Background: an optimization exercise with open tools, aiming at small area, a short achievable clock period and few clock cycles. Do not read the settings as production practice.
In this exercise RTL edits were held to simulation tests only and were not proved equivalent to the original.

File: config.mk
export PLATFORM = sky130hd
export DESIGN_NAME = pxcodec
export DESIGN_NICKNAME = pxcodec
export VERILOG_FILES = /design/flow/design.v
export SDC_FILE = /design/flow/constraint.sdc
export NUM_CORES = 4
export LEC_CHECK = 0
export CAP_MARGIN = 20
export CORE_MARGIN = 2
export CORE_UTILIZATION = 30
export SLEW_MARGIN = 20
File: constraint.sdc
create_clock -name core_clock -period 16.0 [get_ports {clk}]
set_input_delay 3.2000 -clock core_clock [delete_from_list [all_inputs] [get_ports {clk}]]
set_output_delay 3.2000 -clock core_clock [all_outputs]
set_load 0.01 [all_outputs]
File: design.v
module pxcodec (
    input             clk,
    input             rst,
    input             cmd_valid,
    output            cmd_ready,
    input      [31:0] cmd_word,
    input      [63:0] arg0,
    input      [63:0] arg1,
    input      [63:0] arg2,
    input      [63:0] arg3,
    input      [63:0] arg4,
    input      [63:0] arg5,
    input      [63:0] arg6,
    input      [63:0] arg7,
    output reg        done,
    output reg  [7:0] status,
    output reg [63:0] res0,
    output reg [63:0] res1,
    output reg        mem_req,
    output reg        mem_we,
    output reg [21:0] mem_addr,
    output reg [31:0] mem_wdata,
    output reg  [3:0] mem_wstrb,
    input             mem_ready,
    input      [31:0] mem_rdata
);
    localparam [7:0] ST_OK         = 8'h00;
    localparam [7:0] ST_BAD_OPCODE = 8'h01;
    localparam [7:0] ST_BAD_ARG    = 8'h03;
    localparam [7:0] ST_DMEM_FAULT = 8'h06;
    localparam [3:0] S_IDLE   = 4'd0,
                     S_DECODE = 4'd1,
                     S_ARGCHK = 4'd2,
                     S_MUL    = 4'd3,
                     S_RNGCHK = 4'd4,
                     S_RD     = 4'd5,
                     S_RDW    = 4'd6,
                     S_WR     = 4'd7,
                     S_NEXT   = 4'd8,
                     S_FINISH = 4'd9;
    reg [3:0]  state;
    reg [31:0] cw;
    reg [63:0] a0, a1, a2, a3, a4, a5, a6, a7;
    reg        plane;      
    reg        unpack;     
    reg        clip;       
    reg [63:0] y_base, u_base, v_base, p_base;    
    reg [63:0] y_pitch, c_pitch, p_pitch;         
    reg [31:0] width;      
    reg [31:0] height;     
    reg [31:0] groups;     
    reg [1:0]  mul_k;
    reg [65:0] y_len, c_len, p_len;
    reg [31:0] rows_left;
    reg [31:0] grps_left;
    reg [31:0] y_rem;      
    reg [31:0] c_rem;      
    reg [23:0] y_row, u_row, v_row, p_row;
    reg [23:0] y_ptr, u_ptr, v_ptr, p_ptr;
    reg [3:0]  idx;        
    reg [9:0]  pos [0:11];
    integer i;
    assign cmd_ready = (state == S_IDLE);
    wire op_pack_plane   = (cw == 32'h0000_0040);
    wire op_pack_words   = ((cw & 32'hFFFE_FFFF) == 32'h0000_0041);
    wire op_unpack_plane = (cw == 32'h0000_0042);
    wire op_unpack_words = (cw == 32'h0000_0043);
    wire op_valid = op_pack_plane | op_pack_words | op_unpack_plane | op_unpack_words;
    wire [32:0] w_plus5 = {1'b0, (op_pack_plane | op_unpack_plane) ? a7[31:0] : a1[31:0]} + 33'd5;
    wire [32:0] grp_calc = w_plus5 / 33'd6;
    wire [34:0] six_g = {2'b0, groups, 1'b0} + {3'b0, groups};           
    wire [34:0] g_times6 = {six_g[33:0], 1'b0};                         
    wire [35:0] two_w    = {3'b0, width, 1'b0};
    wire [35:0] sixteen_g = {groups, 4'b0};
    reg bad_arg;
    always @(*) begin
        bad_arg = 1'b0;
        if (plane) begin
            if (width < 32'd2 || width[0] || height == 32'd0)
                bad_arg = 1'b1;
            if (|y_pitch[63:32] || |c_pitch[63:32] || |p_pitch[63:32])
                bad_arg = 1'b1;
            if ({4'b0, y_pitch[31:0]} < two_w ||
                {4'b0, c_pitch[31:0]} < {4'b0, width} ||
                {4'b0, p_pitch[31:0]} < sixteen_g)
                bad_arg = 1'b1;
            if (y_base[0] || u_base[0] || v_base[0] || y_pitch[0] || c_pitch[0] ||
                p_base[1:0] != 2'b00 || p_pitch[1:0] != 2'b00)
                bad_arg = 1'b1;
        end else begin
            if (|a1[63:32])
                bad_arg = 1'b1;
            if (g_times6 != {3'b0, width})
                bad_arg = 1'b1;
            if (y_base[0] || p_base[1:0] != 2'b00)
                bad_arg = 1'b1;
        end
    end
    wire [31:0] h_m1 = height - 32'd1;
    wire [31:0] mul_b = (mul_k == 2'd0) ? y_pitch[31:0] :
                        (mul_k == 2'd1) ? c_pitch[31:0] : p_pitch[31:0];
    wire [63:0] mul_p = h_m1 * mul_b;
    function fault;
        input [63:0] addr;
        input [65:0] len;
        reg   [66:0] last;
        begin
            last  = {3'b0, addr} + {1'b0, len};
            fault = (len != 66'd0) && (last > 67'h100_0000);
        end
    endfunction
    wire rng_fault = fault(y_base, y_len) || fault(p_base, p_len) ||
                     (plane && (fault(u_base, c_len) || fault(v_base, c_len)));
    wire        pos_is_y  = idx[0];
    wire        pos_is_u  = ~idx[0] & ~idx[1];
    wire [2:0]  y_sub     = idx[3:1];
    wire [1:0]  c_sub     = idx[3:2];
    wire        pos_exists = pos_is_y ? (y_rem > {29'b0, y_sub})
                                      : (c_rem > {30'b0, c_sub});
    wire [23:0] pos_addr  = pos_is_y ? (y_ptr + {20'b0, y_sub, 1'b0}) :
                            pos_is_u ? (u_ptr + {21'b0, c_sub, 1'b0}) :
                                       (v_ptr + {21'b0, c_sub, 1'b0});
    wire [23:0] word_addr = p_ptr + {20'b0, idx[1:0], 2'b00};
    reg         rd_half;   
    wire [15:0] rd_sample = rd_half ? mem_rdata[31:16] : mem_rdata[15:0];
    wire [9:0]  rd_value  = !clip ? rd_sample[9:0] :
                            (rd_sample < 16'd4)    ? 10'd4 :
                            (rd_sample > 16'd1019) ? 10'd1019 : rd_sample[9:0];
    always @(*) begin
        mem_req   = 1'b0;
        mem_we    = 1'b0;
        mem_addr  = 22'd0;
        mem_wdata = 32'd0;
        mem_wstrb = 4'b0000;
        if (state == S_RD) begin
            if (!unpack) begin
                mem_req  = pos_exists;
                mem_addr = pos_addr[23:2];
            end else begin
                mem_req  = 1'b1;
                mem_addr = word_addr[23:2];
            end
        end else if (state == S_WR) begin
            if (!unpack) begin
                mem_req   = 1'b1;
                mem_we    = 1'b1;
                mem_addr  = word_addr[23:2];
                mem_wdata = {2'b00, pos[{idx[1:0], 2'b00} - {2'b0, idx[1:0]} + 4'd2],
                                    pos[{idx[1:0], 2'b00} - {2'b0, idx[1:0]} + 4'd1],
                                    pos[{idx[1:0], 2'b00} - {2'b0, idx[1:0]}]};
                mem_wstrb = 4'b1111;
            end else begin
                mem_req   = pos_exists;
                mem_we    = 1'b1;
                mem_addr  = pos_addr[23:2];
                mem_wdata = {6'b0, pos[idx], 6'b0, pos[idx]};
                mem_wstrb = pos_addr[1] ? 4'b1100 : 4'b0011;
            end
        end
    end
    always @(posedge clk) begin
        if (rst) begin
            state  <= S_IDLE;
            done   <= 1'b0;
            status <= 8'd0;
            res0   <= 64'd0;
            res1   <= 64'd0;
        end else begin
            done <= 1'b0;
            case (state)
            S_IDLE: begin
                if (cmd_valid) begin
                    cw <= cmd_word;
                    a0 <= arg0; a1 <= arg1; a2 <= arg2; a3 <= arg3;
                    a4 <= arg4; a5 <= arg5; a6 <= arg6; a7 <= arg7;
                    state <= S_DECODE;
                end
            end
            S_DECODE: begin
                groups <= grp_calc[31:0];
                clip   <= op_pack_plane | (op_pack_words & cw[16]);
                plane  <= op_pack_plane | op_unpack_plane;
                unpack <= op_unpack_plane | op_unpack_words;
                if (op_pack_plane) begin
                    y_base <= a0; u_base <= a1; v_base <= a2; p_base <= a3;
                    y_pitch <= a4; c_pitch <= a5; p_pitch <= a6;
                    width <= a7[31:0]; height <= a7[63:32];
                end else if (op_unpack_plane) begin
                    p_base <= a0; y_base <= a1; u_base <= a2; v_base <= a3;
                    p_pitch <= a4; y_pitch <= a5; c_pitch <= a6;
                    width <= a7[31:0]; height <= a7[63:32];
                end else if (op_pack_words) begin
                    y_base <= a0; p_base <= a2; u_base <= 64'd0; v_base <= 64'd0;
                    y_pitch <= 64'd0; c_pitch <= 64'd0; p_pitch <= 64'd0;
                    width <= a1[31:0]; height <= 32'd1;
                end else begin
                    p_base <= a0; y_base <= a2; u_base <= 64'd0; v_base <= 64'd0;
                    y_pitch <= 64'd0; c_pitch <= 64'd0; p_pitch <= 64'd0;
                    width <= a1[31:0]; height <= 32'd1;
                end
                if (!op_valid) begin
                    status <= ST_BAD_OPCODE;
                    res0 <= 64'd0;
                    res1 <= 64'd0;
                    state <= S_FINISH;
                end else begin
                    state <= S_ARGCHK;
                end
            end
            S_ARGCHK: begin
                mul_k <= 2'd0;
                if (bad_arg) begin
                    status <= ST_BAD_ARG;
                    res0 <= 64'd0;
                    res1 <= 64'd0;
                    state <= S_FINISH;
                end else begin
                    state <= S_MUL;
                end
            end
            S_MUL: begin
                case (mul_k)
                2'd0: y_len <= {2'b0, mul_p} + {30'b0, two_w};
                2'd1: c_len <= plane ? ({2'b0, mul_p} + {34'b0, width}) : 66'd0;
                default: p_len <= {2'b0, mul_p} + {30'b0, sixteen_g};
                endcase
                mul_k <= mul_k + 2'd1;
                if (mul_k == 2'd2)
                    state <= S_RNGCHK;
            end
            S_RNGCHK: begin
                if (rng_fault) begin
                    status <= ST_DMEM_FAULT;
                    res0 <= 64'd0;
                    res1 <= 64'd0;
                    state <= S_FINISH;
                end else begin
                    status <= ST_OK;
                    res0 <= (!plane && unpack) ? {32'd0, width} : {28'd0, groups, 4'b0};
                    res1 <= plane ? {32'd0, height} : 64'd0;
                    rows_left <= height;
                    grps_left <= groups;
                    y_rem <= width;
                    c_rem <= plane ? {1'b0, width[31:1]} : 32'd0;
                    y_row <= y_base[23:0]; u_row <= u_base[23:0];
                    v_row <= v_base[23:0]; p_row <= p_base[23:0];
                    y_ptr <= y_base[23:0]; u_ptr <= u_base[23:0];
                    v_ptr <= v_base[23:0]; p_ptr <= p_base[23:0];
                    idx <= 4'd0;
                    state <= (groups == 32'd0) ? S_FINISH : S_RD;
                end
            end
            S_RD: begin
                if (!unpack) begin
                    if (!pos_exists) begin
                        pos[idx] <= 10'd0;
                        if (idx == 4'd11) begin
                            idx <= 4'd0;
                            state <= S_WR;
                        end else begin
                            idx <= idx + 4'd1;
                        end
                    end else if (mem_ready) begin
                        rd_half <= pos_addr[1];
                        state <= S_RDW;
                    end
                end else if (mem_ready) begin
                    state <= S_RDW;
                end
            end
            S_RDW: begin
                if (!unpack) begin
                    pos[idx] <= rd_value;
                    if (idx == 4'd11) begin
                        idx <= 4'd0;
                        state <= S_WR;
                    end else begin
                        idx <= idx + 4'd1;
                        state <= S_RD;
                    end
                end else begin
                    for (i = 0; i < 4; i = i + 1) begin
                        if (idx[1:0] == i[1:0]) begin
                            pos[3*i]     <= mem_rdata[9:0];
                            pos[3*i + 1] <= mem_rdata[19:10];
                            pos[3*i + 2] <= mem_rdata[29:20];
                        end
                    end
                    if (idx == 4'd3) begin
                        idx <= 4'd0;
                        state <= S_WR;
                    end else begin
                        idx <= idx + 4'd1;
                        state <= S_RD;
                    end
                end
            end
            S_WR: begin
                if (!unpack) begin
                    if (mem_ready) begin
                        if (idx == 4'd3) begin
                            idx <= 4'd0;
                            state <= S_NEXT;
                        end else begin
                            idx <= idx + 4'd1;
                        end
                    end
                end else if (!pos_exists || mem_ready) begin
                    if (idx == 4'd11) begin
                        idx <= 4'd0;
                        state <= S_NEXT;
                    end else begin
                        idx <= idx + 4'd1;
                    end
                end
            end
            S_NEXT: begin
                if (grps_left == 32'd1) begin
                    if (rows_left == 32'd1) begin
                        state <= S_FINISH;
                    end else begin
                        rows_left <= rows_left - 32'd1;
                        grps_left <= groups;
                        y_rem <= width;
                        c_rem <= {1'b0, width[31:1]};
                        y_row <= y_row + y_pitch[23:0];
                        u_row <= u_row + c_pitch[23:0];
                        v_row <= v_row + c_pitch[23:0];
                        p_row <= p_row + p_pitch[23:0];
                        y_ptr <= y_row + y_pitch[23:0];
                        u_ptr <= u_row + c_pitch[23:0];
                        v_ptr <= v_row + c_pitch[23:0];
                        p_ptr <= p_row + p_pitch[23:0];
                        state <= S_RD;
                    end
                end else begin
                    grps_left <= grps_left - 32'd1;
                    y_rem <= y_rem - 32'd6;
                    c_rem <= c_rem - 32'd3;
                    y_ptr <= y_ptr + 24'd12;
                    u_ptr <= u_ptr + 24'd6;
                    v_ptr <= v_ptr + 24'd6;
                    p_ptr <= p_ptr + 24'd16;
                    state <= S_RD;
                end
            end
            S_FINISH: begin
                done  <= 1'b1;
                state <= S_IDLE;
            end
            default: state <= S_IDLE;
            endcase
        end
    end
endmodule
File: run.sh
#!/bin/bash
# synth_recipe.tcl (not shown) runs the flow's synth.tcl, then flattens the netlist and writes it again
# the make line also repeats each setting of config.mk as NAME=value (left out here)
make -C /OpenROAD-flow-scripts/flow DESIGN_CONFIG=/design/flow/config.mk WORK_HOME=/design/flow/orfs CLKGATE_MAP_FILE= SYNTH_SCRIPT=/design/flow/synth_recipe.tcl finish
==> run notes <==
## cell families (layout without fill, tap and decap cells)
logic type               count (synthesis)  in the layout  share of synthesized area [%]
AO/OA/AOI/OAI                         2463           2463                           10.8
XOR/XNOR                               840            840                           5.12
adder cells (fa/ha/maj)               1788           1788                           20.2
buffers and inverters                 2088           2752                           5.68
flip-flops                            1846           1846                           37.9
multiplexers                           720            720                           6.30
other                                    1             81                        0.00260
AND/OR/NAND/NOR                       4483           4483                           14.0
## stage by stage
stage | hold WS [ns] | utilization [%]
global placement | 0.445 | 33.3
detailed placement | 0.447 | 33.3
floorplan | 0.477 | -
finish | 0.461 | 34.8
CTS | 0.465 | 34.8
global route | 0.471 | 34.8
## sequential cells by signal (all words and copies together), names as in the netlist, 65 cells and up, named ones only
register  flops
y_len        65
p_len        65
c_len        65
pos         160
## critical path, delay by kind of cell (launching register included)
family	cells	cell delay (ns)
buffers and inverters	6	1.56
adder cells (fa/ha/maj)	10	3.81
AO/OA/AOI/OAI	16	4.18
AND/OR/NAND/NOR	12	2.89
XOR/XNOR	2	0.77
flip-flops	1	0.42
## routing by layer
layer | GRT usage [%] | wire, um
met1 | 27.7 | 219000
met2 | 38.1 | 270000
met3 | 4.76 | 48300
met4 | 12.7 | 38700
met5 | 0 | 341
## worst min path at each step
stage / from / to / slack, ns
floorplan: a7[32] / height[0] / 0.48
global placement: res0[15] / res0[15] / 0.45
detailed placement: res0[10] / res0[10] / 0.45
CTS: res0[10] / res0[10] / 0.46
global route: res0[10] / res0[10] / 0.47
finish: res0[10] / res0[10] / 0.46
## cell usage in the layout, fill, tap and decap left out, types with 146 or more instances in the layout
cell                n
nor4_1            165
a21o_1            229
buf_4             226
xnor2_1           574
o21ai_0           613
clkdlybuf4s50_1   709
nand3_1           197
edfxtp_1         1767
xor2_1            232
nor3_1            221
nand2_1          1783
a21oi_1           603
clkbuf_16         225
mux2i_1           540
mux4_2            146
fa_1              911
ha_1              873
inv_1            1392
o21bai_1          164
nor2_1           1255
## cell type report
class,count,area [um2]
Antenna cell,13,32.5
Clock buffer,273,5860
Clock inverter,135,1520
Fill cell,48000,312000
Inverter,1400,5260
Multi-Input combinational cell,10400,82500
Sequential cell,1846,54600
Tap cell,6400,8010
Timing Repair Buffer,944,8980
==> impl_metrics.csv <==
group,metric,value,unit
run_status,status,"complete, no violations",
min_path,hold_class,"flip-flop to flip-flop",
global_route,overflow,0,
floorplan,initial_core_util,30.1,%
drt,detail-route-antenna-nets,0,
drt,vias,114000,
placed_design,dp_cells,21000,
drt,drt_iter0_drc,12400,
logic_synthesis,yosysMostFrequentCell,"nand2_1",
worst_setup_path,worstSetupEndpoint,"c_len[63]",
sta,finalCritPeriodShare,87.6,%
worst_setup_path,slowest_stage,"buf_4",
clocking,cts.path.max_buffers,4,
clocking,h-tree-depth,4,
logic_synthesis,dominantRegCellSynth,"edfxtp_1",
sta,fmax,0.0714,GHz
worst_setup_path,critPathKind,"flip-flop to flip-flop",
sta,rsz0062_at_grt,"no",
logic_synthesis,synth_edf_count,1767,
worst_setup_path,startpoint_type,"flip-flop",
finish,syn_to_final_growth,15.6,%
placed_design,dpl_cell_area,159000,um2
sta,worst_slack,1.99,ns
drt,wire_per_inst,27.0,um
logic_synthesis,yosys-top-cells-count,"nand2_1, edfxtp_1, inv_1",
sta,finalMaxSlewViolations,0,
logic_synthesis,synthCells,14200,
placed_design,gp_congestion,0.986,
sta,slew_headroom,19.9,%
clocking,cts_tree,"built",
worst_setup_path,critical_path_arrival,14.67,ns
global_route,grt_pass1_vias,110000,
clocking,path_clk_slew,0.06,ns
floorplan,ios,778,
clocking,cts.sinks,1846,
clocking,hold_buffers,0,
finish,fin_nets,17100,
sta,skew,0.0995,ns
logic_synthesis,synth.distinct_cells,115,
logic_synthesis,syn_avg_cell_area,10.1,um2
placed_design,hpwl,459000,um
logic_synthesis,ys.warnings.count,1,
worst_setup_path,r2r_slack,1.99,ns
worst_setup_path,cp-startpoint,"mul_k[0]",
floorplan,rows,254,
placed_design,portBuffers,709,
drt,vias_per_cell,5.31,
worst_setup_path,critPathRequiredTime,16.66,ns
worst_setup_path,cp_common_cell,"o21ai_0",
logic_synthesis,yosys.area.top_type_share,36.8,%
logic_synthesis,yosys.area.top_type,"edfxtp_1",
drt,wirelength,576000,um
worst_setup_path,cp-end-kind,"flip-flop",
sta,hold_viol_final,0,
global_route,grt_max_degree,176,
clocking,cts-resized-gates,0,
floorplan,die_w,698,um
worst_setup_path,path_max_fanout,64,
global_route,grt_pass1_wl,807000,um
clocking,cts_made_buffers,220,
clocking,postCtsSetupRepairBufs,0,
global_route,grtUsageTotal,22.9,%
drt,drc_errors,0,
sta,tightest_slew,1.19,ns
finish,layout-drive-gt1-share,6.32,%
logic_synthesis,syn-cell-area,144000,um2
floorplan,die-area,487000,um2
drt,first_pass_iters,6,
clocking,clk_latency,0.98,ns
worst_setup_path,r2r_start,"mul_k[0]",
logic_synthesis,synth_area_leaders,"edfxtp_1, fa_1, ha_1",
worst_setup_path,slowest_delay,0.83,ns
floorplan,core_area,479000,um2
placed_design,dp_slack,2.22,ns
run,drv_cap,0,
finish,finalInstanceArea,167000,um2
logic_synthesis,synthArstFlopShare,0,%
logic_synthesis,seq_area_frac_synth,37.9,%
sta,timing.setup.tns,0,ns
global_route,antenna_found_initial,60,
min_path,hold_path_depth,1,
logic_synthesis,ys_seq_elements,1846,
floorplan,die_h,698,um
sta,setup_viol,0,
clocking,cts-root-buf,"clkbuf_16",
worst_setup_path,reg2reg_depth,46,
worst_setup_path,worstReg2RegEnd,"c_len[63]",
sta,period_minus_slack,14.01,ns
finish,fin_cells,21400,
Testbench counts, summed over its fixed seeds: cycles 48,425.

## what the ideal ports hide
The results above use ideal ports. As a check the final layout listed here was re-extracted and re-timed, cells and wires unchanged.
Step 1 assumes that a clkbuf_16 drives the clock port and a buf_2 every other input.
Step 2 adds t to the input delays and takes it off the output delays; t is the mean of the earliest and latest rising clock arrival at the registers after step 1. Input paths then give back, and output paths get back, about the clock's delay inside the block.
Three values: no drivers, after step 1, after step 2; two values: the first two.
shift t [ns]: 1.043
setup WS [ns]: 1.989 / 1.989 / 1.989
hold WS [ns]: 0.461 / 0.461 / 0.461
latest minus earliest clock arrival (ns): 0.104 / 0.104
pins driven straight from the clock port: 1
After both steps setup and hold are still met in this run. The setup slack of this run moves by 0.000 ns with the drivers and by 0.000 ns with both steps.
